From an optimization exercise on the open Yosys and OpenROAD flow, aimed at a short achievable clock period; shortcuts taken in it are not production practice. Function was checked by simulation only, so behaviour that the tests miss may differ from the original. In every run shown here, the design's own scripts or RTL, not TritonCTS, make the clock network. The clock input has no modelled driver; a real chip could not lean on it and would need a root buffer or a full tree. Power and IR drop assume default switching activity.

===== flow/design.v =====
module mapic_acq (
    input  wire        clk,
    input  wire        rst,
    input  wire        us_tick,
    input  wire        cin_valid,
    input  wire [7:0]  cin_data,
    input  wire        cin_last,
    output wire        cin_ready,
    output wire        cout_valid,
    output wire [7:0]  cout_data,
    output wire        cout_last,
    input  wire        cout_ready,
    output wire        sout_valid,
    output wire [7:0]  sout_data,
    output wire        sout_last,
    input  wire [11:0] adc_data,
    input  wire        trig_in,
    input  wire        rate_in,
    output wire        bus_req,
    output wire [1:0]  bus_op,
    output wire [6:0]  bus_addr,
    output wire [7:0]  bus_wdata,
    input  wire        bus_ack,
    input  wire        bus_present,
    input  wire [7:0]  bus_rdata,
    output wire        pol_out,
    output wire        tp_out,
    output wire        clr_out,
    output wire        idle,
    output wire [2:0]  fault_code,
    output wire [7:0]  bus_err_cnt
);
    localparam [6:0]  GAIN_ADDR        = 7'h2D;
    localparam [6:0]  THR_ADDR         = 7'h2C;
    localparam [10:0] SETTLE_US        = 11'd2000;
    localparam [11:0] RATE_WINDOW_US   = 12'd3000;       
    localparam [1:0]  CLR_PULSE_US     = 2'd2;
    localparam [1:0]  STREAM_PERIOD_US = 2'd3;
    localparam [1:0] BUS_PROBE = 2'd0, BUS_READ = 2'd1, BUS_WRITE = 2'd2;
    localparam [2:0] F_NONE = 3'd0, F_OVERFLOW = 3'd6;
    localparam [1:0] TX_P2 = 2'd0;
    reg s_idle, s_decode, s_rxpay, s_paydone, s_drain, s_rdg, s_rdt, s_scan,
        s_write, s_settle, s_txwait, s_next, s_fill, s_send, s_burst, s_burstq,
        s_rate, s_rend, s_halt;
    reg         rdy;               
    reg         ad_str, ad_burst;  
    reg  [2:0]  pop;               
    reg  [2:0]  fault;
    reg  [7:0]  buserr;
    reg  [3:0]  rx_cnt;
    reg  [3:0]  rx_len;
    reg  [63:0] rx_buf;
    reg         drain_mid;
    reg         pol;
    reg         tpen;
    reg  [63:0] label;
    reg  [31:0] resp;
    reg  [1:0]  tx_kind;
    reg  [5:0]  tx_k;              
    reg         tx_busy;
    reg  [7:0]  cd;                
    reg         cl;                
    reg         breq;
    reg  [1:0]  bop;
    reg  [6:0]  baddr;
    reg  [7:0]  bwdata;
    reg  [7:0]  scan_r0, scan_r1;
    reg  [1:0]  scan_found;
    reg  [10:0] settle_cnt;
    reg  [31:0] tsec;
    reg  [19:0] tusec;
    reg  [31:0] srem;              
    reg         sfirst;            
    reg  [127:0] sh;               
    reg         fill_m2;
    reg  [1:0]  due_cnt;
    reg  [3:0]  sidx;
    reg         sl;                
    reg  [63:0] btarget;
    reg  [63:0] pcount;
    reg         reached;           
    reg         t_armed, t_insvc, t_pend, trig_q;
    reg  [1:0]  t_cnt;
    reg  [11:0] sb0, sb1, sb2, sb3;
    reg  [1:0]  dq;
    reg  [191:0] bb;               
    reg  [31:0] rval;              
    reg  [1:0]  rmod;              
    reg         r_inc;             
    reg  [11:0] win_cnt;
    reg         r_armed, r_insvc, r_pend, rate_q;
    reg  [1:0]  clr_cnt;
    reg         s_idle_b, s_send_b, tx_free, r_insvc_b;
    reg  [6:0]  baddr_b;
    reg  [7:0]  buserr_b;
    wire        s_idle_i  = !s_idle_b;
    wire        s_send_i  = !s_send_b;
    wire        tx_busy_i = !tx_free;
    wire        r_insvc_i = !r_insvc_b;
    wire [6:0]  baddr_i   = ~baddr_b;
    wire [7:0]  buserr_i  = ~buserr_b;
    wire [3:0]  e_rx_len_now;
    wire [7:0]  e_wr;
    wire e_idle0, e_dx_idle, e_dx_str, e_dx_burst, e_bus3, e_settle_go, e_rxpay0,
         e_drain0, e_drain_stay, e_rdg0, e_scan0, e_scan_last, e_scan_more, e_write0,
         e_txw0, e_send_end, e_str_single, e_str_pair, e_fill_due, e_fill_wait,
         e_send_more, e_burst_stay, e_burst_exit_r, e_burst_nf, e_burstq_stay,
         e_rate0, e_rate_z, e_rate_stay, e_halt0, e_settle_wait;
    wire e_ta_nq, e_ta_p, e_ta_nqf, e_ta_pf, e_ra_nq, e_ra_p;
    wire [2:0]  e_pop_n, e_fault_n;
    wire        e_pol_n, e_tp_n;
    wire [63:0] e_label_n, e_btarget_n;
    wire [31:0] e_srem_n;
    wire        e_sfirst_n, e_ad_str_n, e_ad_burst_n, e_dmid_clr;
    wire [7:0]  e_bwdata_n;
    wire        e_bus_ld;
    wire [1:0]  e_bop_ld;
    wire [6:0]  e_baddr_ld, e_baddr_dec;
    wire [7:0]  e_buserr_inc;
    wire        e_sf0, e_sf1;
    wire [1:0]  e_sf_inc;
    wire [7:0]  e_baddr8;
    wire [31:0] e_resp_n;
    wire [10:0] e_settle_dec;
    wire        e_start_early;
    wire [1:0]  e_kind_early;
    wire [7:0]  e_fbyte_early, e_nbyte;
    wire        e_klast;
    wire [5:0]  e_k_inc;
    wire        e_str_first, e_str_go;
    wire [31:0] e_tsec_inc;
    wire [19:0] e_tusec_inc;
    wire [1:0]  e_due_dec;
    wire        e_sl_n, e_fill_m2_n;
    wire [3:0]  e_sidx_n;
    wire [127:0] e_sh_n;
    wire        e_defer_go;
    wire [191:0] e_bb_n;
    wire        e_tx_defer;
    wire [63:0] e_pcount_n;
    wire        e_reached_n, e_bt_zero;
    wire        e_tcnt3, e_sb1_en, e_sb2_en, e_sb3_en;
    wire [1:0]  e_tcnt_inc;
    wire [11:0] e_win_dec;
    wire        e_win_go;
    wire [1:0]  e_clr_dec;
    wire        e_clr1;
    wire [31:0] e_rval_n;
    wire [1:0]  e_rmod_n;
    wire        e_rdy_i, e_cd_sel, e_klast_cur;
    wire [1:0]  e_dq_t, e_dq_nt;
    wire [7:0]  e_cd_v0, e_cd_v1;
    wire [1:0]  e_tx_kind_n;
    mapic_acq_early u_early (
        .s_idle(s_idle_i), .s_decode(s_decode), .s_rxpay(s_rxpay), .s_paydone(s_paydone),
        .s_drain(s_drain), .s_rdg(s_rdg), .s_rdt(s_rdt), .s_scan(s_scan), .s_write(s_write),
        .s_settle(s_settle), .s_txwait(s_txwait), .s_next(s_next), .s_fill(s_fill),
        .s_send(s_send_i), .s_burst(s_burst), .s_burstq(s_burstq), .s_rate(s_rate),
        .s_rend(s_rend), .s_halt(s_halt),
        .ad_str(ad_str), .ad_burst(ad_burst), .pop(pop), .fault(fault),
        .buserr(buserr_i), .rx_cnt(rx_cnt), .rx_len(rx_len), .rx_buf(rx_buf),
        .drain_mid(drain_mid), .pol(pol), .tpen(tpen), .label(label), .resp(resp),
        .tx_kind(tx_kind), .tx_k(tx_k), .tx_busy(tx_busy_i), .baddr(baddr_i), .bwdata(bwdata),
        .scan_r0(scan_r0), .scan_found(scan_found), .settle_cnt(settle_cnt),
        .tsec(tsec), .tusec(tusec), .srem(srem), .sfirst(sfirst), .sh(sh),
        .fill_m2(fill_m2), .due_cnt(due_cnt), .sidx(sidx), .btarget(btarget),
        .pcount(pcount), .reached(reached), .t_armed(t_armed), .t_insvc(t_insvc),
        .t_pend(t_pend), .trig_q(trig_q), .t_cnt(t_cnt), .sb0(sb0), .sb1(sb1),
        .sb2(sb2), .sb3(sb3), .dq(dq), .bb(bb), .rval(rval), .rmod(rmod),
        .r_inc(r_inc), .win_cnt(win_cnt), .r_armed(r_armed), .r_insvc(r_insvc_i),
        .r_pend(r_pend), .rate_q(rate_q), .clr_cnt(clr_cnt),
        .e_rx_len_now(e_rx_len_now), .e_wr(e_wr),
        .e_idle0(e_idle0), .e_dx_idle(e_dx_idle), .e_dx_str(e_dx_str),
        .e_dx_burst(e_dx_burst), .e_bus3(e_bus3), .e_settle_go(e_settle_go),
        .e_settle_wait(e_settle_wait),
        .e_rxpay0(e_rxpay0), .e_drain0(e_drain0), .e_drain_stay(e_drain_stay),
        .e_rdg0(e_rdg0), .e_scan0(e_scan0), .e_scan_last(e_scan_last),
        .e_scan_more(e_scan_more), .e_write0(e_write0), .e_txw0(e_txw0),
        .e_send_end(e_send_end), .e_str_single(e_str_single), .e_str_pair(e_str_pair),
        .e_fill_due(e_fill_due), .e_fill_wait(e_fill_wait), .e_send_more(e_send_more),
        .e_burst_stay(e_burst_stay), .e_burst_exit_r(e_burst_exit_r),
        .e_burst_nf(e_burst_nf), .e_burstq_stay(e_burstq_stay), .e_rate0(e_rate0),
        .e_rate_z(e_rate_z), .e_rate_stay(e_rate_stay), .e_halt0(e_halt0),
        .e_ta_nq(e_ta_nq), .e_ta_p(e_ta_p), .e_ta_nqf(e_ta_nqf), .e_ta_pf(e_ta_pf),
        .e_ra_nq(e_ra_nq), .e_ra_p(e_ra_p),
        .e_pop_n(e_pop_n), .e_fault_n(e_fault_n), .e_pol_n(e_pol_n), .e_tp_n(e_tp_n),
        .e_label_n(e_label_n), .e_btarget_n(e_btarget_n), .e_srem_n(e_srem_n),
        .e_sfirst_n(e_sfirst_n), .e_ad_str_n(e_ad_str_n), .e_ad_burst_n(e_ad_burst_n),
        .e_dmid_clr(e_dmid_clr), .e_bwdata_n(e_bwdata_n),
        .e_bus_ld(e_bus_ld), .e_bop_ld(e_bop_ld), .e_baddr_ld(e_baddr_ld),
        .e_baddr_dec(e_baddr_dec), .e_buserr_inc(e_buserr_inc),
        .e_sf0(e_sf0), .e_sf1(e_sf1), .e_sf_inc(e_sf_inc), .e_baddr8(e_baddr8),
        .e_resp_n(e_resp_n), .e_settle_dec(e_settle_dec),
        .e_start_early(e_start_early), .e_kind_early(e_kind_early),
        .e_fbyte_early(e_fbyte_early), .e_nbyte(e_nbyte), .e_klast(e_klast),
        .e_k_inc(e_k_inc),
        .e_str_first(e_str_first), .e_str_go(e_str_go), .e_tsec_inc(e_tsec_inc),
        .e_tusec_inc(e_tusec_inc), .e_due_dec(e_due_dec), .e_sl_n(e_sl_n),
        .e_fill_m2_n(e_fill_m2_n), .e_sidx_n(e_sidx_n), .e_sh_n(e_sh_n),
        .e_defer_go(e_defer_go), .e_bb_n(e_bb_n), .e_tx_defer(e_tx_defer),
        .e_pcount_n(e_pcount_n), .e_reached_n(e_reached_n), .e_bt_zero(e_bt_zero),
        .e_tcnt3(e_tcnt3), .e_tcnt_inc(e_tcnt_inc),
        .e_sb1_en(e_sb1_en), .e_sb2_en(e_sb2_en), .e_sb3_en(e_sb3_en),
        .e_win_dec(e_win_dec), .e_win_go(e_win_go), .e_clr_dec(e_clr_dec),
        .e_clr1(e_clr1), .e_rval_n(e_rval_n), .e_rmod_n(e_rmod_n),
        .e_rdy_i(e_rdy_i), .e_cd_sel(e_cd_sel), .e_klast_cur(e_klast_cur),
        .e_cd_v0(e_cd_v0), .e_cd_v1(e_cd_v1), .e_tx_kind_n(e_tx_kind_n),
        .e_dq_t(e_dq_t), .e_dq_nt(e_dq_nt)
    );
    wire vl       = cin_valid && cin_last;
    wire t_entry  = (trig_in && e_ta_nq) || e_ta_p;
    wire t_ovf    = (trig_in && e_ta_nqf) || e_ta_pf;
    wire r_entry  = (rate_in && e_ra_nq) || e_ra_p;
    wire ack_ok   = bus_ack && bus_present;
    wire ack_miss = bus_ack && !bus_present;
    wire rdt_ok   = s_rdt && ack_ok;
    wire scan_end = e_scan_last && bus_ack;
    wire n_idle    = e_idle0 || (s_idle_i && !vl) || (e_dx_idle && !cin_valid)
                   || (e_bus3 && ack_miss) || (e_settle_go && us_tick);
    wire n_decode  = s_idle_i && vl;
    wire n_rxpay   = e_rxpay0 || (s_rxpay && !vl);
    wire n_paydone = s_rxpay && vl;
    wire n_drain   = e_drain0 || e_drain_stay || (s_drain && cin_valid);
    wire n_rdg     = e_rdg0 || (s_rdg && !bus_ack);
    wire n_rdt     = (s_rdg && ack_ok) || (s_rdt && !bus_ack);
    wire n_scan    = e_scan0 || e_scan_more || (s_scan && !bus_ack);
    wire n_write   = e_write0 || (s_write && !bus_ack);
    wire n_settle  = (s_write && ack_ok) || e_settle_wait || (s_settle && !us_tick);
    wire n_txwait  = e_txw0 || rdt_ok || scan_end;
    wire n_next    = (e_dx_str && !cin_valid) || e_send_end;
    wire n_fill    = e_str_pair || e_fill_wait || (s_fill && !us_tick);
    wire n_send    = e_str_single || (e_fill_due && us_tick) || e_send_more;
    wire n_burst   = (e_dx_burst && !cin_valid) || (e_burst_stay && !t_ovf)
                   || (e_burst_nf && t_entry);
    wire n_burstq  = (e_burst_exit_r && !t_entry) || e_burstq_stay;
    wire n_rate    = e_rate0 || e_rate_stay || (e_rate_z && r_entry);
    wire n_rend    = e_rate_z && !r_entry;
    wire n_halt    = e_halt0 || t_ovf;
    wire tx_start  = e_start_early || rdt_ok || scan_end;
    wire tx_busy_n = t_ovf ? 1'b0 : tx_start ? 1'b1 :
                     (tx_busy_i && cout_ready && e_klast_cur) ? 1'b0 : tx_busy_i;
    wire [6:0] baddr_n = e_bus_ld ? e_baddr_ld :
                         (s_rdg && ack_ok) ? THR_ADDR :
                         (e_scan_more && bus_ack) ? e_baddr_dec : baddr_i;
    wire [7:0] buserr_n = (e_bus3 && ack_miss) ? e_buserr_inc : buserr_i;
    wire r_insvc_n = r_entry ? 1'b1 : (r_insvc_i && us_tick && e_clr1) ? 1'b0 : r_insvc_i;
    wire [7:0] scan_b0 = (bus_present && e_sf0) ? e_baddr8 : scan_r0;
    wire [7:0] scan_b1 = (bus_present && e_sf1) ? e_baddr8 : scan_r1;
    wire [31:0] tsec_next  = e_str_first ? 32'd0 : (us_tick ? e_tsec_inc  : tsec);
    wire [19:0] tusec_next = e_str_first ? 20'd0 : (us_tick ? e_tusec_inc : tusec);
    wire dx_burst = e_dx_burst && !cin_valid;
    always @(posedge clk) begin
        if (rst) begin
            s_idle <= 1'b1; s_decode <= 1'b0; s_rxpay <= 1'b0; s_paydone <= 1'b0;
            s_drain <= 1'b0; s_rdg <= 1'b0; s_rdt <= 1'b0; s_scan <= 1'b0;
            s_write <= 1'b0; s_settle <= 1'b0; s_txwait <= 1'b0; s_next <= 1'b0;
            s_fill <= 1'b0; s_send <= 1'b0; s_burst <= 1'b0; s_burstq <= 1'b0;
            s_rate <= 1'b0; s_rend <= 1'b0; s_halt <= 1'b0;
            rdy         <= 1'b1;
            ad_str      <= 1'b0;
            ad_burst    <= 1'b0;
            pop         <= 3'd0;
            fault       <= F_NONE;
            buserr      <= 8'd0;
            rx_cnt      <= 4'd0;
            rx_len      <= 4'd0;
            rx_buf      <= 64'd0;
            drain_mid   <= 1'b0;
            pol         <= 1'b0;
            tpen        <= 1'b0;
            label       <= 64'd0;
            resp        <= 32'd0;
            tx_kind     <= TX_P2;
            tx_k        <= 6'd1;
            tx_busy     <= 1'b0;
            cd          <= 8'd0;
            cl          <= 1'b0;
            breq        <= 1'b0;
            bop         <= BUS_PROBE;
            baddr       <= 7'd0;
            bwdata      <= 8'd0;
            scan_r0     <= 8'd0;
            scan_r1     <= 8'd0;
            scan_found  <= 2'd0;
            settle_cnt  <= 11'd0;
            tsec        <= 32'd0;
            tusec       <= 20'd0;
            srem        <= 32'd0;
            sfirst      <= 1'b0;
            sh          <= 128'd0;
            fill_m2     <= 1'b0;
            due_cnt     <= 2'd0;
            sidx        <= 4'd0;
            sl          <= 1'b0;
            btarget     <= 64'd0;
            pcount      <= 64'd0;
            reached     <= 1'b0;
            t_armed     <= 1'b0;
            t_insvc     <= 1'b0;
            t_pend      <= 1'b0;
            trig_q      <= 1'b0;
            t_cnt       <= 2'd0;
            sb0         <= 12'd0;
            sb1         <= 12'd0;
            sb2         <= 12'd0;
            sb3         <= 12'd0;
            dq          <= 2'd0;
            bb          <= 192'd0;
            rval        <= 32'd0;
            rmod        <= 2'd0;
            r_inc       <= 1'b0;
            win_cnt     <= 12'd0;
            r_armed     <= 1'b0;
            r_insvc     <= 1'b0;
            r_pend      <= 1'b0;
            rate_q      <= 1'b0;
            clr_cnt     <= 2'd0;
            s_idle_b    <= 1'b0;
            s_send_b    <= 1'b1;
            tx_free     <= 1'b1;
            r_insvc_b   <= 1'b1;
            baddr_b     <= 7'h7F;
            buserr_b    <= 8'hFF;
        end else begin
            s_idle <= n_idle; s_decode <= n_decode; s_rxpay <= n_rxpay; s_paydone <= n_paydone;
            s_drain <= n_drain; s_rdg <= n_rdg; s_rdt <= n_rdt; s_scan <= n_scan;
            s_write <= n_write; s_settle <= n_settle; s_txwait <= n_txwait; s_next <= n_next;
            s_fill <= n_fill; s_send <= n_send; s_burst <= n_burst; s_burstq <= n_burstq;
            s_rate <= n_rate; s_rend <= n_rend; s_halt <= n_halt;
            rdy <= n_idle || n_rxpay || n_drain;
            s_idle_b <= !n_idle;
            s_send_b <= !n_send;
            trig_q <= trig_in;
            rate_q <= rate_in;
            if (e_wr[0]) rx_buf[ 7: 0] <= cin_data;
            if (e_wr[1]) rx_buf[15: 8] <= cin_data;
            if (e_wr[2]) rx_buf[23:16] <= cin_data;
            if (e_wr[3]) rx_buf[31:24] <= cin_data;
            if (e_wr[4]) rx_buf[39:32] <= cin_data;
            if (e_wr[5]) rx_buf[47:40] <= cin_data;
            if (e_wr[6]) rx_buf[55:48] <= cin_data;
            if (e_wr[7]) rx_buf[63:56] <= cin_data;
            if (e_rdy_i && cin_valid)
                rx_cnt <= cin_last ? 4'd0 : e_rx_len_now;
            if (e_rdy_i && vl)
                rx_len <= e_rx_len_now;
            if (s_drain && cin_valid)
                drain_mid <= !cin_last;
            else if (e_dmid_clr)
                drain_mid <= 1'b0;
            pop      <= e_pop_n;
            pol      <= e_pol_n;
            tpen     <= e_tp_n;
            fault    <= t_ovf ? F_OVERFLOW : e_fault_n;
            label    <= e_label_n;
            btarget  <= e_btarget_n;
            bwdata   <= e_bwdata_n;
            ad_str   <= e_ad_str_n;
            ad_burst <= e_ad_burst_n;
            if (e_bus_ld)
                bop <= e_bop_ld;
            else if (s_rdg && ack_ok)
                bop <= BUS_READ;
            baddr   <= baddr_n;
            baddr_b <= ~baddr_n;
            if (t_ovf)
                breq <= 1'b0;
            else if (e_bus_ld || (s_rdg && ack_ok) || (e_scan_more && bus_ack))
                breq <= 1'b1;
            else if (bus_ack)
                breq <= 1'b0;
            buserr   <= buserr_n;
            buserr_b <= ~buserr_n;
            if (e_scan0) begin
                scan_found <= 2'd0;
                scan_r0    <= 8'd0;
                scan_r1    <= 8'd0;
            end else if (s_scan && ack_ok) begin
                if (e_sf0) scan_r0 <= e_baddr8;
                if (e_sf1) scan_r1 <= e_baddr8;
                scan_found <= e_sf_inc;
            end
            if (s_rdg)
                resp[7:0] <= bus_rdata;
            else if (s_scan)
                resp[7:0] <= scan_b0;
            else
                resp[7:0] <= e_resp_n[7:0];
            if (s_rdt)
                resp[15:8] <= bus_rdata;
            else if (s_scan)
                resp[15:8] <= scan_b1;
            else
                resp[15:8] <= e_resp_n[15:8];
            resp[31:16] <= e_resp_n[31:16];
            if (s_write)
                settle_cnt <= SETTLE_US;
            else if (s_settle && us_tick)
                settle_cnt <= e_settle_dec;
            tx_busy <= tx_busy_n;
            tx_free <= !tx_busy_n;
            tx_kind <= e_tx_kind_n;
            if (e_cd_sel) begin
                tx_k <= 6'd1;
                cd   <= bus_present ? e_cd_v1 : e_cd_v0;
                cl   <= 1'b0;
            end else if (cout_ready) begin
                tx_k <= e_k_inc;
                cd   <= e_nbyte;
                cl   <= e_klast;
            end
            tsec  <= tsec_next;
            tusec <= tusec_next;
            if (e_str_go)
                sh[63:0] <= {tusec_next, adc_data, tsec_next};
            else
                sh[63:0] <= e_sh_n[63:0];
            if (e_fill_due && us_tick)
                sh[127:64] <= {e_tusec_inc, adc_data, e_tsec_inc};
            else
                sh[127:64] <= e_sh_n[127:64];
            if (e_str_go)
                due_cnt <= STREAM_PERIOD_US;
            else if (e_fill_wait && us_tick)
                due_cnt <= e_due_dec;
            fill_m2 <= e_fill_m2_n;
            sidx    <= e_sidx_n;
            sl      <= e_sl_n;
            srem    <= e_srem_n;
            sfirst  <= e_sfirst_n;
            if (t_entry) begin
                t_armed <= 1'b0;
                t_insvc <= !t_ovf;
                t_pend  <= 1'b0;
                t_cnt   <= 2'd1;
                sb0     <= adc_data;
            end else begin
                if (t_insvc) begin
                    if (trig_in && !trig_q)
                        t_pend <= 1'b1;
                    t_cnt <= e_tcnt_inc;
                    if (e_tcnt3) begin
                        t_insvc <= 1'b0;
                        t_armed <= 1'b1;
                    end
                end
                if (dx_burst)
                    t_armed <= 1'b1;
                if (e_burst_exit_r)
                    t_armed <= 1'b0;
            end
            if (e_sb1_en) sb1 <= adc_data;
            if (e_sb2_en) sb2 <= adc_data;
            if (e_sb3_en) sb3 <= adc_data;
            if (dx_burst)
                pcount <= 64'd0;
            else
                pcount <= e_pcount_n;
            if (dx_burst)
                reached <= e_bt_zero;
            else
                reached <= e_reached_n;
            bb <= e_bb_n;
            dq <= t_entry ? e_dq_t : e_dq_nt;
            r_inc <= r_entry;
            r_insvc   <= r_insvc_n;
            r_insvc_b <= !r_insvc_n;
            if (r_entry) begin
                r_armed <= 1'b0;
                r_pend  <= 1'b0;
                clr_cnt <= CLR_PULSE_US;
            end else begin
                if (r_insvc_i) begin
                    if (rate_in && !rate_q)
                        r_pend <= 1'b1;
                    if (us_tick) begin
                        clr_cnt <= e_clr_dec;
                        if (e_clr1)
                            r_armed <= 1'b1;
                    end
                end
                if (e_rate0)
                    r_armed <= 1'b1;
                if (e_rate_z)
                    r_armed <= 1'b0;
            end
            if (e_rate0)
                win_cnt <= RATE_WINDOW_US;
            else if (e_win_go && us_tick)
                win_cnt <= e_win_dec;
            rval <= e_rval_n;
            rmod <= e_rmod_n;
        end
    end
    assign cin_ready  = rdy;
    assign cout_valid = tx_busy;
    assign cout_data  = cd;
    assign cout_last  = cl;
    assign sout_valid = s_send;
    assign sout_data  = sh[7:0];
    assign sout_last  = sl;
    assign bus_req    = breq;
    assign bus_op     = bop;
    assign bus_addr   = baddr;
    assign bus_wdata  = bwdata;
    assign pol_out    = pol;
    assign tp_out     = tpen;
    assign clr_out    = r_insvc;
    assign idle       = s_idle;
    assign fault_code = fault;
    assign bus_err_cnt = buserr;
endmodule
module mapic_acq_early (
    input  wire s_idle, s_decode, s_rxpay, s_paydone, s_drain, s_rdg, s_rdt, s_scan,
                s_write, s_settle, s_txwait, s_next, s_fill, s_send, s_burst, s_burstq,
                s_rate, s_rend, s_halt,
    input  wire         ad_str, ad_burst,
    input  wire [2:0]   pop, fault,
    input  wire [7:0]   buserr,
    input  wire [3:0]   rx_cnt, rx_len,
    input  wire [63:0]  rx_buf,
    input  wire         drain_mid, pol, tpen,
    input  wire [63:0]  label,
    input  wire [31:0]  resp,
    input  wire [1:0]   tx_kind,
    input  wire [5:0]   tx_k,
    input  wire         tx_busy,
    input  wire [6:0]   baddr,
    input  wire [7:0]   bwdata,
    input  wire [7:0]   scan_r0,
    input  wire [1:0]   scan_found,
    input  wire [10:0]  settle_cnt,
    input  wire [31:0]  tsec,
    input  wire [19:0]  tusec,
    input  wire [31:0]  srem,
    input  wire         sfirst,
    input  wire [127:0] sh,
    input  wire         fill_m2,
    input  wire [1:0]   due_cnt,
    input  wire [3:0]   sidx,
    input  wire [63:0]  btarget, pcount,
    input  wire         reached, t_armed, t_insvc, t_pend, trig_q,
    input  wire [1:0]   t_cnt,
    input  wire [11:0]  sb0, sb1, sb2, sb3,
    input  wire [1:0]   dq,
    input  wire [191:0] bb,
    input  wire [31:0]  rval,
    input  wire [1:0]   rmod,
    input  wire         r_inc,
    input  wire [11:0]  win_cnt,
    input  wire         r_armed, r_insvc, r_pend, rate_q,
    input  wire [1:0]   clr_cnt,
    output wire [3:0]   e_rx_len_now,
    output wire [7:0]   e_wr,
    output wire e_idle0, e_dx_idle, e_dx_str, e_dx_burst, e_bus3, e_settle_go,
                e_settle_wait, e_rxpay0, e_drain0, e_drain_stay, e_rdg0, e_scan0,
                e_scan_last, e_scan_more, e_write0, e_txw0, e_send_end, e_str_single,
                e_str_pair, e_fill_due, e_fill_wait, e_send_more, e_burst_stay,
                e_burst_exit_r, e_burst_nf, e_burstq_stay, e_rate0, e_rate_z,
                e_rate_stay, e_halt0,
    output wire e_ta_nq, e_ta_p, e_ta_nqf, e_ta_pf, e_ra_nq, e_ra_p,
    output wire [2:0]   e_pop_n, e_fault_n,
    output wire         e_pol_n, e_tp_n,
    output wire [63:0]  e_label_n, e_btarget_n,
    output wire [31:0]  e_srem_n,
    output wire         e_sfirst_n, e_ad_str_n, e_ad_burst_n, e_dmid_clr,
    output wire [7:0]   e_bwdata_n,
    output wire         e_bus_ld,
    output wire [1:0]   e_bop_ld,
    output wire [6:0]   e_baddr_ld, e_baddr_dec,
    output wire [7:0]   e_buserr_inc,
    output wire         e_sf0, e_sf1,
    output wire [1:0]   e_sf_inc,
    output wire [7:0]   e_baddr8,
    output wire [31:0]  e_resp_n,
    output wire [10:0]  e_settle_dec,
    output wire         e_start_early,
    output wire [1:0]   e_kind_early,
    output wire [7:0]   e_fbyte_early, e_nbyte,
    output wire         e_klast,
    output wire [5:0]   e_k_inc,
    output wire         e_str_first, e_str_go,
    output wire [31:0]  e_tsec_inc,
    output wire [19:0]  e_tusec_inc,
    output wire [1:0]   e_due_dec,
    output wire         e_sl_n, e_fill_m2_n,
    output wire [3:0]   e_sidx_n,
    output wire [127:0] e_sh_n,
    output wire         e_defer_go,
    output wire [191:0] e_bb_n,
    output wire         e_tx_defer,
    output wire [63:0]  e_pcount_n,
    output wire         e_reached_n, e_bt_zero,
    output wire         e_tcnt3, e_sb1_en, e_sb2_en, e_sb3_en,
    output wire [1:0]   e_tcnt_inc,
    output wire [11:0]  e_win_dec,
    output wire         e_win_go,
    output wire [1:0]   e_clr_dec,
    output wire         e_clr1,
    output wire [31:0]  e_rval_n,
    output wire [1:0]   e_rmod_n,
    output wire         e_rdy_i, e_cd_sel, e_klast_cur,
    output wire [7:0]   e_cd_v0, e_cd_v1,
    output wire [1:0]   e_tx_kind_n,
    output wire [1:0]   e_dq_t, e_dq_nt
);
    localparam [6:0] GAIN_ADDR = 7'h2D;
    localparam [6:0] THR_ADDR  = 7'h2C;
    localparam [1:0] BUS_PROBE = 2'd0, BUS_READ = 2'd1, BUS_WRITE = 2'd2;
    localparam [2:0] F_UNKNOWN = 3'd1, F_SHORT = 3'd5;
    localparam [2:0] PO_WRG = 3'd0, PO_WRT = 3'd1, PO_STRM = 3'd2, PO_BURST = 3'd3, PO_LSET = 3'd4;
    localparam [1:0] TX_P2 = 2'd0, TX_P4 = 2'd1, TX_PL = 2'd2, TX_PB = 2'd3;
    assign e_rx_len_now = (rx_cnt == 4'd15) ? 4'd15 : rx_cnt + 4'd1;
    wire rdy = s_idle || s_rxpay || s_drain;
    assign e_rdy_i = rdy;
    genvar gi;
    generate
        for (gi = 0; gi < 8; gi = gi + 1) begin : g_wr
            assign e_wr[gi] = rdy && (rx_cnt == gi);
        end
    endgenerate
    wire [7:0] cat = rx_buf[7:0];
    wire [7:0] sub = rx_buf[15:8];
    wire d_potrd = (cat == 8'h00) && (sub == 8'h00);
    wire d_scan  = (cat == 8'h00) && (sub == 8'h02);
    wire d_wrg   = (cat == 8'h01) && (sub == 8'h00);
    wire d_wrt   = (cat == 8'h01) && (sub == 8'h01);
    wire d_strm  = (cat == 8'h02) && (sub == 8'h00);
    wire d_burst = (cat == 8'h02) && (sub == 8'h01);
    wire d_pollo = (cat == 8'h04) && (sub == 8'h00);
    wire d_polhi = (cat == 8'h04) && (sub == 8'h01);
    wire d_rate  = (cat == 8'h05) && (sub == 8'h01);
    wire d_tpoff = (cat == 8'h06) && (sub == 8'h00);
    wire d_tpon  = (cat == 8'h06) && (sub == 8'h01);
    wire d_lget  = (cat == 8'h07) && (sub == 8'h00);
    wire d_lset  = (cat == 8'h07) && (sub == 8'h01);
    wire d_pay   = d_wrg || d_wrt || d_strm || d_burst || d_lset;
    wire d_flag  = d_pollo || d_polhi || d_tpoff || d_tpon;
    wire d_bad   = !(d_potrd || d_scan || d_pay || d_flag || d_rate || d_lget);
    wire d_short = (rx_len < 4'd2);
    wire dec_ok  = s_decode && !d_short;
    reg [3:0] pay_need;
    always @(*) begin
        case (pop)
            PO_WRG, PO_WRT: pay_need = 4'd1;
            PO_STRM:        pay_need = 4'd4;
            default:        pay_need = 4'd8;
        endcase
    end
    wire p_short = (rx_len < pay_need);
    wire pay_ok  = s_paydone && !p_short;
    wire p_wr    = (pop == PO_WRG) || (pop == PO_WRT);
    wire p_strm  = (pop == PO_STRM);
    wire p_burst = (pop == PO_BURST);
    wire p_lset  = (pop == PO_LSET);
    assign e_pop_n = !s_decode ? pop :
                     d_wrg   ? PO_WRG :
                     d_wrt   ? PO_WRT :
                     d_strm  ? PO_STRM :
                     d_burst ? PO_BURST :
                     d_lset  ? PO_LSET : pop;
    assign e_pol_n = (dec_ok && d_pollo) ? 1'b0 : (dec_ok && d_polhi) ? 1'b1 : pol;
    assign e_tp_n  = (dec_ok && d_tpoff) ? 1'b0 : (dec_ok && d_tpon) ? 1'b1 : tpen;
    assign e_fault_n = (s_decode && d_short) ? F_SHORT :
                       (s_decode && d_bad)   ? F_UNKNOWN :
                       (s_paydone && p_short) ? F_SHORT : fault;
    assign e_label_n   = (pay_ok && p_lset) ? rx_buf : label;
    assign e_btarget_n = (pay_ok && p_burst) ? rx_buf : btarget;
    assign e_bwdata_n  = (pay_ok && p_wr) ? rx_buf[7:0] : bwdata;
    assign e_ad_str_n   = (pay_ok && p_strm) ? 1'b1 :
                          ((pay_ok && p_burst) || (s_burstq && bq_exit)) ? 1'b0 : ad_str;
    assign e_ad_burst_n = (pay_ok && p_burst) ? 1'b1 :
                          ((pay_ok && p_strm) || (s_burstq && bq_exit)) ? 1'b0 : ad_burst;
    assign e_dmid_clr = s_paydone || s_burstq;
    wire rem_z   = (srem == 32'd0);
    wire rem_1   = (srem == 32'd1);
    wire str_go  = s_next && !rem_z;
    wire dq_full = (dq == 2'd2);
    wire defer_go = (s_burst || s_burstq) && (dq != 2'd0) && !t_insvc && !tx_busy;
    wire defer_fl = defer_go && (pcount[1:0] == 2'd2);
    wire burst_exit_r = reached && !t_insvc && !defer_go && !tx_busy;
    wire bq_exit  = (dq == 2'd0) && !tx_busy;
    wire win_z    = (win_cnt == 12'd0);
    wire scan_last = (baddr == 7'h01);
    wire settle_1 = (settle_cnt == 11'd1);
    wire fill_due = (due_cnt == 2'd1);
    assign e_idle0      = (dec_ok && d_flag) || (pay_ok && p_lset) || (s_txwait && !tx_busy)
                        || (s_next && rem_z);
    assign e_dx_idle    = s_drain && !drain_mid && !ad_str && !ad_burst;
    assign e_dx_str     = s_drain && !drain_mid && ad_str;
    assign e_dx_burst   = s_drain && !drain_mid && ad_burst;
    assign e_bus3       = s_rdg || s_rdt || s_write;
    assign e_settle_go  = s_settle && settle_1;
    assign e_settle_wait = s_settle && !settle_1;
    assign e_rxpay0     = dec_ok && d_pay;
    assign e_drain0     = (pay_ok && (p_strm || p_burst)) || (s_burstq && bq_exit);
    assign e_drain_stay = s_drain && drain_mid;
    assign e_rdg0       = dec_ok && d_potrd;
    assign e_scan0      = dec_ok && d_scan;
    assign e_scan_last  = s_scan && scan_last;
    assign e_scan_more  = s_scan && !scan_last;
    assign e_write0     = pay_ok && p_wr;
    assign e_txw0       = (dec_ok && d_lget) || s_rend || (s_txwait && tx_busy);
    assign e_send_end   = s_send && (sidx == 4'd15);
    assign e_str_single = str_go && rem_1;
    assign e_str_pair   = str_go && !rem_1;
    assign e_fill_due   = s_fill && fill_due;
    assign e_fill_wait  = s_fill && !fill_due;
    assign e_send_more  = s_send && (sidx != 4'd15);
    assign e_burst_stay = s_burst && !burst_exit_r;
    assign e_burst_exit_r = s_burst && burst_exit_r;
    assign e_burst_nf   = s_burst && !dq_full;
    assign e_burstq_stay = s_burstq && !bq_exit;
    assign e_rate0      = dec_ok && d_rate;
    assign e_rate_z     = s_rate && win_z && !r_insvc;
    assign e_rate_stay  = s_rate && !(win_z && !r_insvc);
    assign e_halt0      = s_halt || (s_decode && (d_short || d_bad)) || (s_paydone && p_short);
    assign e_ta_nq  = t_armed && !trig_q;
    assign e_ta_p   = t_armed && t_pend;
    assign e_ta_nqf = t_armed && !trig_q && dq_full;
    assign e_ta_pf  = t_armed && t_pend && dq_full;
    assign e_ra_nq  = r_armed && !rate_q;
    assign e_ra_p   = r_armed && r_pend;
    assign e_bus_ld   = (dec_ok && (d_potrd || d_scan)) || (pay_ok && p_wr);
    assign e_bop_ld   = (dec_ok && d_potrd) ? BUS_READ : (dec_ok && d_scan) ? BUS_PROBE : BUS_WRITE;
    assign e_baddr_ld = (dec_ok && d_potrd) ? GAIN_ADDR : (dec_ok && d_scan) ? 7'h7F :
                        (pop == PO_WRG) ? GAIN_ADDR : THR_ADDR;
    assign e_baddr_dec  = baddr - 7'd1;
    assign e_buserr_inc = buserr + 8'd1;
    assign e_sf0    = (scan_found == 2'd0);
    assign e_sf1    = (scan_found == 2'd1);
    assign e_sf_inc = (scan_found != 2'd2) ? scan_found + 2'd1 : scan_found;
    assign e_baddr8 = {1'b0, baddr};
    assign e_resp_n = s_rend ? rval : resp;
    assign e_settle_dec = settle_cnt - 11'd1;
    assign e_start_early = (dec_ok && d_lget) || s_rend || defer_fl;
    assign e_kind_early  = (dec_ok && d_lget) ? TX_PL : s_rend ? TX_P4 : TX_PB;
    assign e_fbyte_early = (dec_ok && d_lget) ? label[7:0] : s_rend ? rval[7:0] : bb[7:0];
    assign e_tx_defer = defer_fl;
    reg [5:0] tx_len;
    always @(*) begin
        case (tx_kind)
            TX_P2:   tx_len = 6'd2;
            TX_P4:   tx_len = 6'd4;
            TX_PL:   tx_len = 6'd8;
            default: tx_len = 6'd32;
        endcase
    end
    wire klast_cur = (tx_k == tx_len);
    assign e_klast = (tx_k == tx_len - 6'd1);
    assign e_klast_cur = klast_cur;
    assign e_cd_sel = e_start_early || s_rdt || s_scan;
    assign e_cd_v0  = e_start_early ? e_fbyte_early : s_rdt ? resp[7:0] : scan_r0;
    assign e_cd_v1  = (s_scan && e_sf0) ? e_baddr8 : e_cd_v0;
    assign e_tx_kind_n = (s_rdt || s_scan) ? TX_P2 : e_start_early ? e_kind_early : tx_kind;
    assign e_k_inc = klast_cur ? 6'd1 : tx_k + 6'd1;
    wire [11:0] bbw [0:15];
    generate
        for (gi = 0; gi < 16; gi = gi + 1) begin : g_bbw
            assign bbw[gi] = bb[gi*12 +: 12];
        end
    endgenerate
    wire [11:0] pb_word = bbw[tx_k[4:1]];
    reg  [7:0] nbyte;
    always @(*) begin
        case (tx_kind)
            TX_P2, TX_P4: begin
                case (tx_k[1:0])
                    2'd0: nbyte = resp[7:0];
                    2'd1: nbyte = resp[15:8];
                    2'd2: nbyte = resp[23:16];
                    default: nbyte = resp[31:24];
                endcase
            end
            TX_PL: begin
                case (tx_k[2:0])
                    3'd0: nbyte = label[7:0];
                    3'd1: nbyte = label[15:8];
                    3'd2: nbyte = label[23:16];
                    3'd3: nbyte = label[31:24];
                    3'd4: nbyte = label[39:32];
                    3'd5: nbyte = label[47:40];
                    3'd6: nbyte = label[55:48];
                    default: nbyte = label[63:56];
                endcase
            end
            default: nbyte = tx_k[0] ? {4'd0, pb_word[11:8]} : pb_word[7:0];
        endcase
    end
    assign e_nbyte = nbyte;
    wire us_wrap = (tusec == 20'd999999);
    assign e_str_go     = str_go;
    assign e_str_first  = str_go && sfirst;
    assign e_tsec_inc   = us_wrap ? tsec + 32'd1 : tsec;
    assign e_tusec_inc  = us_wrap ? 20'd0 : tusec + 20'd1;
    assign e_due_dec    = due_cnt - 2'd1;
    assign e_fill_m2_n  = str_go ? !rem_1 : fill_m2;
    assign e_sidx_n     = str_go ? 4'd0 : s_send ? sidx + 4'd1 : sidx;
    assign e_sl_n       = s_send && (sidx == 4'd14);
    assign e_sh_n[63:0]   = s_send ? sh[71:8] : sh[63:0];
    assign e_sh_n[127:64] = str_go ? 64'd0 : s_send ? {8'd0, sh[127:72]} : sh[127:64];
    assign e_srem_n   = (pay_ok && p_strm) ? rx_buf[31:0] :
                        (s_send && sidx == 4'd15) ? srem - (fill_m2 ? 32'd2 : 32'd1) : srem;
    assign e_sfirst_n = (pay_ok && p_strm) ? 1'b1 : (s_send && sidx == 4'd15) ? 1'b0 : sfirst;
    assign e_defer_go = defer_go;
    assign e_dq_t  = defer_go ? dq : dq + 2'd1;
    assign e_dq_nt = defer_go ? dq - 2'd1 : dq;
    assign e_bb_n[  0 +: 48] = (defer_go && pcount[1:0] == 2'd0) ? {sb3, sb2, sb1, sb0} : bb[  0 +: 48];
    assign e_bb_n[ 48 +: 48] = (defer_go && pcount[1:0] == 2'd1) ? {sb3, sb2, sb1, sb0} : bb[ 48 +: 48];
    assign e_bb_n[ 96 +: 48] = (defer_go && pcount[1:0] == 2'd2) ? {sb3, sb2, sb1, sb0} : bb[ 96 +: 48];
    assign e_bb_n[144 +: 48] = (defer_go && pcount[1:0] == 2'd3) ? {sb3, sb2, sb1, sb0} : bb[144 +: 48];
    assign e_pcount_n  = (t_insvc && t_cnt == 2'd1) ? pcount + 64'd1 : pcount;
    assign e_reached_n = (pcount >= btarget);
    assign e_bt_zero   = (btarget == 64'd0);
    assign e_tcnt3     = (t_cnt == 2'd3);
    assign e_tcnt_inc  = t_cnt + 2'd1;
    assign e_sb1_en    = t_insvc && (t_cnt == 2'd1);
    assign e_sb2_en    = t_insvc && (t_cnt == 2'd2);
    assign e_sb3_en    = t_insvc && (t_cnt != 2'd1) && (t_cnt != 2'd2);
    wire r_wrap = (rmod == 2'd0) && (rval == 32'h55555555);
    assign e_win_dec = win_cnt - 12'd1;
    assign e_win_go  = s_rate && !win_z;
    assign e_clr_dec = clr_cnt - 2'd1;
    assign e_clr1    = (clr_cnt == 2'd1);
    assign e_rval_n = (dec_ok && d_rate) ? 32'd0 :
                      !r_inc ? rval :
                      r_wrap ? 32'd0 :
                      (rmod == 2'd1) ? rval + 32'd1 : rval;
    assign e_rmod_n = (dec_ok && d_rate) ? 2'd0 :
                      !r_inc ? rmod :
                      r_wrap ? 2'd0 :
                      (rmod == 2'd2) ? 2'd0 : rmod + 2'd1;
endmodule

===== flow/flow/run.sh =====
#!/bin/bash
set -euo pipefail
W=$(pwd)
R=$W/orfs/results/sky130hd/mapic_acq/base
export SETUP_SLACK_MARGIN=$(cat "$W/flow/margin")
export PRE_REPAIR_TIMING_POST_PLACE_TCL=$W/flow/post_place.tcl
export MYCTS_LEAVES=80
export MYCTS_ROOTS=4
export MYCTS_LEAFBUF=sky130_fd_sc_hd__clkbuf_8
export MYCTS_ROOTBUF=sky130_fd_sc_hd__buf_16
export MYCTS_PULL_OUT=1
bash "$W/standard.sh" synth > "$W/flow_synth.log" 2>&1
bash "$W/standard.sh" place > "$W/flow_place.log" 2>&1
bash "$W/standard.sh" run RUN_SCRIPT="$W/flow/mycts.tcl" RUN_LOG_NAME_STEM=4_1_mycts > "$W/flow_cts.log" 2>&1
test -s "$R/4_1_cts.odb" && test -s "$R/4_cts.sdc"
cp "$R/4_1_cts.odb" "$R/4_cts.odb"
touch "$R/4_cts.sdc"
bash "$W/standard.sh" > "$W/flow_finish.log" 2>&1

===== flow/flow/margin =====
13.8

===== flow/flow/mycts.tcl =====
# Clock tree for this design, in place of TritonCTS: two buffer levels.
# The clock port drives MYCTS_ROOTS root buffers; each drives the leaf
# buffers of its region; each leaf drives the flip-flops of one cluster.
# Clusters come from k-means on the placed flip-flops, so every flip-flop
# sees the same two buffer stages and a short leaf net.
source $::env(SCRIPTS_DIR)/load.tcl
erase_non_stage_variables cts
load_design 3_place.odb 3_place.sdc

set nleaf $::env(MYCTS_LEAVES)
set nroot $::env(MYCTS_ROOTS)
set leafbuf $::env(MYCTS_LEAFBUF)
set rootbuf $::env(MYCTS_ROOTBUF)

set db [ord::get_db]
set block [ord::get_db_block]
set clknet [[$block findBTerm clk] getNet]

proc kmeans {xs ys k iters} {
  set n [llength $xs]
  set xmin [tcl::mathfunc::min {*}$xs]; set xmax [tcl::mathfunc::max {*}$xs]
  set ymin [tcl::mathfunc::min {*}$ys]; set ymax [tcl::mathfunc::max {*}$ys]
  # grid start: cols x rows close to the region's shape
  set best 1
  for {set c 1} {$c <= $k} {incr c} {
    if {$k % $c == 0} {
      set r [expr {$k / $c}]
      set ar [expr {double($xmax - $xmin + 1) / ($ymax - $ymin + 1)}]
      if {abs(double($c)/$r - $ar) < abs(double($best)/($k/$best) - $ar)} { set best $c }
    }
  }
  set cols $best; set rows [expr {$k / $cols}]
  set cx {}; set cy {}
  for {set j 0} {$j < $rows} {incr j} {
    for {set i 0} {$i < $cols} {incr i} {
      lappend cx [expr {$xmin + ($i + 0.5) * ($xmax - $xmin) / $cols}]
      lappend cy [expr {$ymin + ($j + 0.5) * ($ymax - $ymin) / $rows}]
    }
  }
  set asg [lrepeat $n 0]
  for {set it 0} {$it < $iters} {incr it} {
    for {set p 0} {$p < $n} {incr p} {
      set x [lindex $xs $p]; set y [lindex $ys $p]
      set bd 1e30; set bc 0
      for {set c 0} {$c < $k} {incr c} {
        set d [expr {abs($x - [lindex $cx $c]) + abs($y - [lindex $cy $c])}]
        if {$d < $bd} { set bd $d; set bc $c }
      }
      lset asg $p $bc
    }
    set sx [lrepeat $k 0.0]; set sy [lrepeat $k 0.0]; set sn [lrepeat $k 0]
    for {set p 0} {$p < $n} {incr p} {
      set c [lindex $asg $p]
      lset sx $c [expr {[lindex $sx $c] + [lindex $xs $p]}]
      lset sy $c [expr {[lindex $sy $c] + [lindex $ys $p]}]
      lset sn $c [expr {[lindex $sn $c] + 1}]
    }
    for {set c 0} {$c < $k} {incr c} {
      if {[lindex $sn $c] > 0} {
        lset cx $c [expr {[lindex $sx $c] / [lindex $sn $c]}]
        lset cy $c [expr {[lindex $sy $c] / [lindex $sn $c]}]
      }
    }
  }
  return [list $asg $cx $cy]
}

# Final assignment with a size cap: closest (point, centre) pairs first.
proc cap_assign {xs ys cx cy cap} {
  set n [llength $xs]
  set k [llength $cx]
  set pairs {}
  for {set p 0} {$p < $n} {incr p} {
    set x [lindex $xs $p]; set y [lindex $ys $p]
    for {set c 0} {$c < $k} {incr c} {
      lappend pairs [list [expr {abs($x - [lindex $cx $c]) + abs($y - [lindex $cy $c])}] $p $c]
    }
  }
  set pairs [lsort -real -index 0 $pairs]
  set asg [lrepeat $n -1]
  set cnt [lrepeat $k 0]
  set left $n
  foreach pr $pairs {
    lassign $pr d p c
    if {[lindex $asg $p] >= 0 || [lindex $cnt $c] >= $cap} continue
    lset asg $p $c
    lset cnt $c [expr {[lindex $cnt $c] + 1}]
    incr left -1
    if {$left == 0} break
  }
  # centres of the capped clusters
  set sx [lrepeat $k 0.0]; set sy [lrepeat $k 0.0]
  for {set p 0} {$p < $n} {incr p} {
    set c [lindex $asg $p]
    lset sx $c [expr {[lindex $sx $c] + [lindex $xs $p]}]
    lset sy $c [expr {[lindex $sy $c] + [lindex $ys $p]}]
  }
  set ncx {}; set ncy {}
  for {set c 0} {$c < $k} {incr c} {
    set m [lindex $cnt $c]
    if {$m > 0} {
      lappend ncx [expr {[lindex $sx $c] / $m}]; lappend ncy [expr {[lindex $sy $c] / $m}]
    } else {
      lappend ncx [lindex $cx $c]; lappend ncy [lindex $cy $c]
    }
  }
  return [list $asg $ncx $ncy]
}

# Flip-flops that drive an output port's buffer sit next to that buffer,
# so the flip-flop's output net is short.
if {[info exists ::env(MYCTS_PULL_OUT)] && $::env(MYCTS_PULL_OUT)} {
  set moved 0
  foreach bt [$block getBTerms] {
    if {[$bt getIoType] ne "OUTPUT"} continue
    set onet [$bt getNet]
    set drv [$onet getFirstOutput]
    if {$drv eq "NULL" || $drv eq ""} continue
    set buf [$drv getInst]
    set ain [$buf findITerm A]
    if {$ain eq "NULL" || $ain eq ""} continue
    set qnet [$ain getNet]
    set qdrv [$qnet getFirstOutput]
    if {$qdrv eq "NULL" || $qdrv eq ""} continue
    set ff [$qdrv getInst]
    if {![string match "*dfxtp*" [[$ff getMaster] getName]]} continue
    set bb [$buf getBBox]
    $ff setLocation [$bb xMin] [$bb yMin]
    incr moved
  }
  puts "mycts: moved $moved output flip-flops next to their output buffers"
  detailed_placement
}

# the flip-flop clock pins on the clock port's net
set sinks {}
set xs {}
set ys {}
foreach it [$clknet getITerms] {
  if {[$it getIoType] eq "INPUT"} {
    set bb [[$it getInst] getBBox]
    lappend sinks $it
    lappend xs [expr {([$bb xMin] + [$bb xMax]) / 2.0}]
    lappend ys [expr {([$bb yMin] + [$bb yMax]) / 2.0}]
  }
}
puts "mycts: [llength $sinks] sinks, $nleaf leaves, $nroot roots"

lassign [kmeans $xs $ys $nleaf 40] asg lx ly
set cap [expr {int(ceil(1.08 * [llength $sinks] / $nleaf))}]
lassign [cap_assign $xs $ys $lx $ly $cap] asg lx ly
lassign [kmeans $lx $ly $nroot 40] rasg rx ry
lassign [cap_assign $lx $ly $rx $ry [expr {int(ceil(double($nleaf) / $nroot))}]] rasg rx ry

set lmaster [$db findMaster $leafbuf]
set rmaster [$db findMaster $rootbuf]
set rnets {}
for {set r 0} {$r < $nroot} {incr r} {
  set inst [odb::dbInst_create $block $rmaster "mycts_root_$r"]
  $inst setLocation [expr {int([lindex $rx $r])}] [expr {int([lindex $ry $r])}]
  $inst setPlacementStatus PLACED
  set net [odb::dbNet_create $block "mycts_rnet_$r"]
  $net setSigType CLOCK
  [$inst findITerm A] connect $clknet
  [$inst findITerm X] connect $net
  lappend rnets $net
}
set lnets {}
for {set l 0} {$l < $nleaf} {incr l} {
  set inst [odb::dbInst_create $block $lmaster "mycts_leaf_$l"]
  $inst setLocation [expr {int([lindex $lx $l])}] [expr {int([lindex $ly $l])}]
  $inst setPlacementStatus PLACED
  set net [odb::dbNet_create $block "mycts_lnet_$l"]
  $net setSigType CLOCK
  [$inst findITerm A] connect [lindex $rnets [lindex $rasg $l]]
  [$inst findITerm X] connect $net
  lappend lnets $net
}
set sizes [lrepeat $nleaf 0]
for {set p 0} {$p < [llength $sinks]} {incr p} {
  set it [lindex $sinks $p]
  set l [lindex $asg $p]
  $it disconnect
  $it connect [lindex $lnets $l]
  lset sizes $l [expr {[lindex $sizes $l] + 1}]
}
$clknet setSigType CLOCK
puts "mycts: leaf sizes $sizes"
puts "mycts: root of each leaf $rasg"
global_connect

set_propagated_clock [all_clocks]
set_dont_use $::env(DONT_USE_CELLS)

set_placement_padding -global \
  -left $::env(CELL_PAD_IN_SITES_DETAIL_PLACEMENT) \
  -right $::env(CELL_PAD_IN_SITES_DETAIL_PLACEMENT)
detailed_placement
estimate_parasitics -placement
report_clock_skew
report_worst_slack -max

repair_timing_helper
detailed_placement
check_placement -verbose
estimate_parasitics -placement
report_clock_skew
report_worst_slack -max
report_worst_slack -min
report_checks -path_delay max -format full_clock_expanded
set m 0
foreach pin [all_registers -clock_pins -edge_triggered] {
  foreach e {rise fall} { set v [get_property $pin slew_max_$e]; if {$v > $m} { set m $v } }
}
puts "mycts: max flip-flop clock pin slew $m"

write_db $::env(RESULTS_DIR)/4_1_cts.odb
write_sdc -no_timestamp $::env(RESULTS_DIR)/4_cts.sdc

===== flow/flow/post_place.tcl =====
# Before the post-placement repair: repair setup with the margin the flow asks for.
estimate_parasitics -placement
repair_timing -setup -setup_margin $::env(SETUP_SLACK_MARGIN) -repair_tns 100 -verbose

===== flow/standard.sh =====
#!/bin/bash
# synth_recipe.tcl (not shown) runs the flow's synth.tcl, then flattens the netlist and writes it again
# the make line also repeats each setting of config.mk as NAME=value (left out here)
make -C /OpenROAD-flow-scripts/flow DESIGN_CONFIG=/design/flow/config.mk WORK_HOME=/design/flow/orfs CLKGATE_MAP_FILE= SYNTH_SCRIPT=/design/flow/synth_recipe.tcl "${@:-finish}"

===== flow/config.mk =====
export PLATFORM = sky130hd
export DESIGN_NAME = mapic_acq
export DESIGN_NICKNAME = mapic_acq
export VERILOG_FILES = /design/flow/design.v
export SDC_FILE = /design/flow/constraint.sdc
export NUM_CORES = 4
export LEC_CHECK = 0
export CAP_MARGIN = 20
export CORE_MARGIN = 2
export CORE_UTILIZATION = 65
export SLEW_MARGIN = 20
export SYNTH_HIERARCHICAL = 1
export SYNTH_MINIMUM_KEEP_SIZE = 0

===== flow/constraint.sdc =====
create_clock -name core_clock -period 18.0 [get_ports {clk}]
set_input_delay 3.6000 -clock core_clock [delete_from_list [all_inputs] [get_ports {clk}]]
set_output_delay 3.6000 -clock core_clock [all_outputs]
set_load 0.01 [all_outputs]

==> flow_summary.json, run 1 <==
{
  "syn-cell-area_mm2": 0.0471,
  "area_growth_pct": 9.62,
  "crit_chain": "buf_6",
  "pwr-share-clk": 0.331,
  "crit_path_end_kind": "output port",
  "startpoint_type": "flip-flop",
  "vias": 38400,
  "worstPathRequired_ps": 14400,
  "final_util": 0.721,
  "insertion_delay_ps": 440,
  "drtIter0Drc": 3596,
  "placed_cell_area_mm2": 0.0483,
  "grt_pass1_vias": 36000,
  "gp_congestion": 0.908,
  "hold_slack_ps": 472,
  "routed_wl_um": 141000,
  "fmax_mhz": 221,
  "outcome": "timing/DRC/antenna clean",
  "clock_skew_ps": 48.9,
  "io_pins": 92,
  "wl_per_cell_um": 22.5,
  "fin_tns_setup_ps": 0,
  "path_delay_family": "flip-flops",
  "pwr-share-comb": 0.059,
  "powerDensity_mw_per_mm2": 66.6,
  "cpMaxStageDelayCell": "dfxtp_4",
  "p_seq_frac": 0.610,
  "fp.coreArea_mm2": 0.0716,
  "antenna_found_initial": 5,
  "crit_arrival_ps": 920,
  "rsz0062_at_grt": "true",
  "nets": 5459,
  "multi_input_area_mm2": 0.0268,
  "drc_errors": 0,
  "die_y_um": 273,
  "design.die.area_mm2": 0.0747,
  "drive_gt1_frac": 0.166,
  "maxSlewViolCount": 0,
  "grt_max_degree": 125,
  "min_path_type": "flip-flop to flip-flop",
  "finalHoldViolCount": 0,
  "hpwl_um": 84400,
  "grt_overflow_total": 0,
  "slowest_delay_ps": 360,
  "critPathMaxFanout": 2,
  "worstMarginPinSlew_ps": 1020,
  "path_class": "flip-flop to output port",
  "p_int_mw": 2.60,
  "timing.slew.headroom": 0.315,
  "stdcell_area_mm2": 0.0516,
  "seqCellArea_mm2": 0.0189,
  "p_switching_mw": 0.844,
  "syn_inst": 5381,
  "p_total_mw": 3.44,
  "antenna_left": 0,
  "firstDrtPassIters": 8,
  "synth-warning-count": 8,
  "switching_share": 0.245,
  "syn_area_per_cell_um2": 8.76,
  "grt_pass1_wl_um": 212000,
  "period_share": 0.251,
  "io_buffers": 91,
  "power.leakage_nw": 20.5,
  "period_minus_slack_ps": 4520,
  "rows": 98,
  "grt_usage": 0.358,
  "vias_per_cell": 6.12,
  "finalSetupViolations": 0,
  "cap_violations": 0,
  "die_w_um": 273,
  "ir_drop_uv": 79.5,
  "crit_buf_inv": 1,
  "start_util": 0.658,
  "nFillCells": 5685,
  "path_clk_slew_ps": 100
}
==> worst paths after layout <==
| check | start | endpoint | slack [ps] | cells after the start |
|---|---|---|---|---|
| max | cd[0] | cout_data[0] | 13480 | 1 |
| min | scan_r1[2] | scan_r1[2] | 470 | 2 |
| max reg2reg | tx_k[2] | cd[1] | 13810 | 10 |
| min reg2reg | scan_r1[2] | scan_r1[2] | 470 | 2 |
==> tightest hold or removal path: cells and delay by family (launching register included) <==
kind | cells | cell delay [ps]
DFF | 1 | 310
AOI/OAI and AO/OA | 1 | 60
and+or+nand+nor | 1 | 60
==> area by class of cell <==
type                    instances  share of cell area
multi-input cells            3899               0.519
inverters                     168              0.0125
plain buffers                  84              0.0235
repair buffers                223              0.0553
flip-flops and latches        941               0.367
well taps                     950              0.0230
diodes                          1           0.0000485
==> layer usage <==
layer	GRT usage	routed length, um	share of wire	vias to the layer above
li1	-	-	-	18100
met1	0.494	61000	0.43	18600
met2	0.596	65700	0.47	1384
met3	0.0355	9900	0.070	272
met4	0.103	4580	0.032	4
met5	0	22	0.00016	-
==> cell usage in the layout (no fill, tap or decap), types with 15 or more instances in the layout <==
cell type        n
dfxtp_2         48
a211oi_1        28
inv_1          161
a21o_1          15
xnor2_1        119
xor2_1          90
nor4_1          40
a221oi_1        26
nor2b_1        463
nor3_1          52
and3_4          16
a21oi_2         16
dlygate4sd2_1   18
nand2_1        598
mux2i_1        272
o31ai_1         60
ha_1           103
buf_6           57
dfxtp_1        883
a22oi_1         20
or3_1           15
buf_4           81
buf_16          23
clkbuf_8        80
nor2_1         482
mux2_2         328
a21oi_1        185
and4_1          17
and2_1         148
nand4_1         57
a31oi_1         23
o32ai_1         15
nand3_1         91
o21ai_0        149
a211oi_2        46
nand2b_1        63
and3_1          67
==> per-stage QoR <==
step / cells / worst slack, ps
after floorplan: 5383 / 13540
after global placement: 6076 / 11970
after detailed placement: 6076 / 11950
after global routing: 6265 / 13460
final: 6266 / 13480
==> power by group through the flow <==
stage	registers (mW)	logic, mW	clock network, mW
floorplan	2.14	0.114	0
global placement	2.15	0.157	0
detailed placement	2.15	0.156	0
global route	2.10	0.211	1.22
finish	2.10	0.204	1.14
==> state kept, by name, indices dropped and copies added (netlist names), 11 cells and up <==
signal,flops
bb,192
btarget,64
label,64
pcount,64
resp,32
rval,32
rx_buf,64
sb0,12
sb1,12
sb2,12
sb3,12
settle_cnt,11
sh,128
srem,32
tsec,32
tusec,20
win_cnt,12
==> run 2: changes to the inputs <==
--- a/flow/flow/run.sh
+++ b/flow/flow/run.sh
@@ -4,7 +4,7 @@
 R=$W/orfs/results/sky130hd/mapic_acq/base
 export SETUP_SLACK_MARGIN=$(cat "$W/flow/margin")
 export PRE_REPAIR_TIMING_POST_PLACE_TCL=$W/flow/post_place.tcl
-export MYCTS_LEAVES=80
+export MYCTS_LEAVES=96
 export MYCTS_ROOTS=4
 export MYCTS_LEAFBUF=sky130_fd_sc_hd__clkbuf_8
 export MYCTS_ROOTBUF=sky130_fd_sc_hd__buf_16
==> run 2 against run 1 <==
Against the previous run:
- combinational power down 4%
- critical endpoint is now cout_data[5]
- sequential share of layout area about the same
- largest cell class unchanged
- highest routed layer is now met4
- fmax shrank 0.30%
- cell count hardly changed
- critical path type unchanged
- critical path depth is the same
- die area unchanged
==> flow_summary.json, run 2 <==
{
  "reg_top3": "bb (192), sh (128)",
  "critPathMaxFanout": 2,
  "reg2reg_from": "tx_k[2]",
  "start_util": 0.658,
  "fin_ws_ps": 13470,
  "fmax_mhz": 221,
  "grt_usage": 0.355,
  "cpMaxStageDelayCell": "dfxtp_4",
  "grt_pass1_vias": 36100,
  "nets": 5460,
  "design.die.area_mm2": 0.0747,
  "crit_path_end_kind": "output port",
  "cp-startpoint": "cd[5]",
  "final_util": 0.721,
  "syn_area_per_cell_um2": 8.76,
  "area_growth_pct": 9.55,
  "antenna_found_initial": 3,
  "powerDensity_mw_per_mm2": 68.3,
  "slowest_delay_ps": 360,
  "cap_violations": 0,
  "pre_cts_ws_ps": 11950,
  "layout_commonest_cell": "dfxtp_1",
  "io_buffers": 91,
  "ir_drop_uv": 84.3,
  "final_cell_mix": "dfxtp_1, nand2_1, nor2_1",
  "worstMarginPinSlew_ps": 1110,
  "grt_pass1_wl_um": 211000,
  "gp_congestion": 0.908,
  "largest_reg_flops": 192,
  "nFillCells": 5741,
  "grt_max_degree": 125,
  "hpwl_um": 84400,
  "drc_errors": 0,
  "syn-cell-area_mm2": 0.0471,
  "wl_per_cell_um": 22.1,
  "max_flop_register": "bb",
  "period_share": 0.252,
  "startpoint_type": "flip-flop",
  "placed_cell_area_mm2": 0.0483,
  "routed_wl_um": 138000,
  "insertion_delay_ps": 470,
  "worstPathRequired_ps": 14400,
  "crit_buf_inv": 1,
  "die_y_um": 273,
  "vias_per_cell": 6.13,
  "path_delay_family": "flip-flops",
  "outcome": "timing/DRC/antenna clean",
  "min_path_type": "flip-flop to flip-flop",
  "vias": 38400,
  "maxSlewViolCount": 0,
  "synth-warning-count": 8,
  "path_clk_slew_ps": 90,
  "die_w_um": 273,
  "rsz0062_at_grt": "true",
  "hold_start": "s_idle_b",
  "grt_overflow_total": 0,
  "stdcell_area_mm2": 0.0516,
  "finalSetupViolations": 0,
  "path_class": "flip-flop to output port",
  "io_pins": 92,
  "finalHoldViolCount": 0,
  "crit_arrival_ps": 930,
  "timing.slew.headroom": 0.256,
  "clock_skew_ps": 53.1,
  "power.leakage_nw": 20.5,
  "crit_chain": "buf_6",
  "fp.coreArea_mm2": 0.0716,
  "drive_gt1_frac": 0.166,
  "syn_inst": 5381,
  "period_minus_slack_ps": 4530,
  "antenna_left": 0,
  "rows": 98,
  "drtIter0Drc": 3205,
  "fin_tns_setup_ps": 0,
  "firstDrtPassIters": 8
}
run 2: through the flow:
| step | cells | hold slack (ps) | total power, mW |
|---|---|---|---|
| floorplan | 5383 | 420 | 2.25 |
| global placement | 6076 | 451 | 2.30 |
| detailed placement | 6076 | 455 | 2.30 |
| global route | 6266 | 493 | 3.61 |
| finish | 6268 | 464 | 3.53 |
run 2: power by group:
part	switching, mW	internal, mW	total (mW)
clock network	0.711	0.519	1.23
registers	0.0136	2.08	2.10
logic	0.134	0.0625	0.196
total	0.859	2.67	3.53
run 2: metal layers:
metal / vias to the layer above / track usage / part of all wire / wire length (um)
li1: 18100 / - / - / -
met1: 18600 / 0.483 / 0.43 / 59300
met2: 1394 / 0.591 / 0.47 / 64500
met3: 311 / 0.0364 / 0.068 / 9450
met4: 0 / 0.116 / 0.037 / 5130
met5: - / 0 / 0 / 0
run 2: final cells by class:
cell class	instances	area (um^2)	share of cell area
inverters	168	642	0.0124
plain buffers	100	1430	0.0277
multi-input cells	3897	26800	0.519
repair buffers	210	2650	0.0513
well taps	950	1190	0.0230
diodes	2	5.00	0.0000970
flip-flops and latches	941	18900	0.367
run 2: worst paths after layout:
path | to | slack (ps) | cells after the start
worst max-delay path | cout_data[5] | 13470 | 1
worst min-delay path | s_decode | 460 | 1
worst max register to register | cd[2] | 13900 | 8
worst min register to register | s_decode | 460 | 1

[what the ideal ports hide]
The flow's constraints put no driver on any port. The routed layouts listed below were extracted and timed again, unchanged, in two steps. Step 1, drivers: a clkbuf_16 drives clk and a buf_2 each remaining input, both assumed. Step 2, shift: input delay + t, output delay - t, t = (earliest + latest rising clock arrival at the registers) / 2. This alone moves slack from input paths to output paths. Slacks: no drivers / after step 1 / after step 2; pairs: no drivers / after step 1.
run | t, ns | setup slack, ns | worst setup path at the end | worst slew at a driven data input, ns
run 1 | 0.583 | 13.484 / 13.320 / 13.124 | input to register | 0.30
run 2 | 0.592 | 13.470 / 13.312 / 13.155 | input to register | 0.24
After both steps setup and hold are still met in every run listed. For run 1, which loses most, drivers alone change the setup slack by -0.164 ns; drivers and shift together by -0.360 ns.
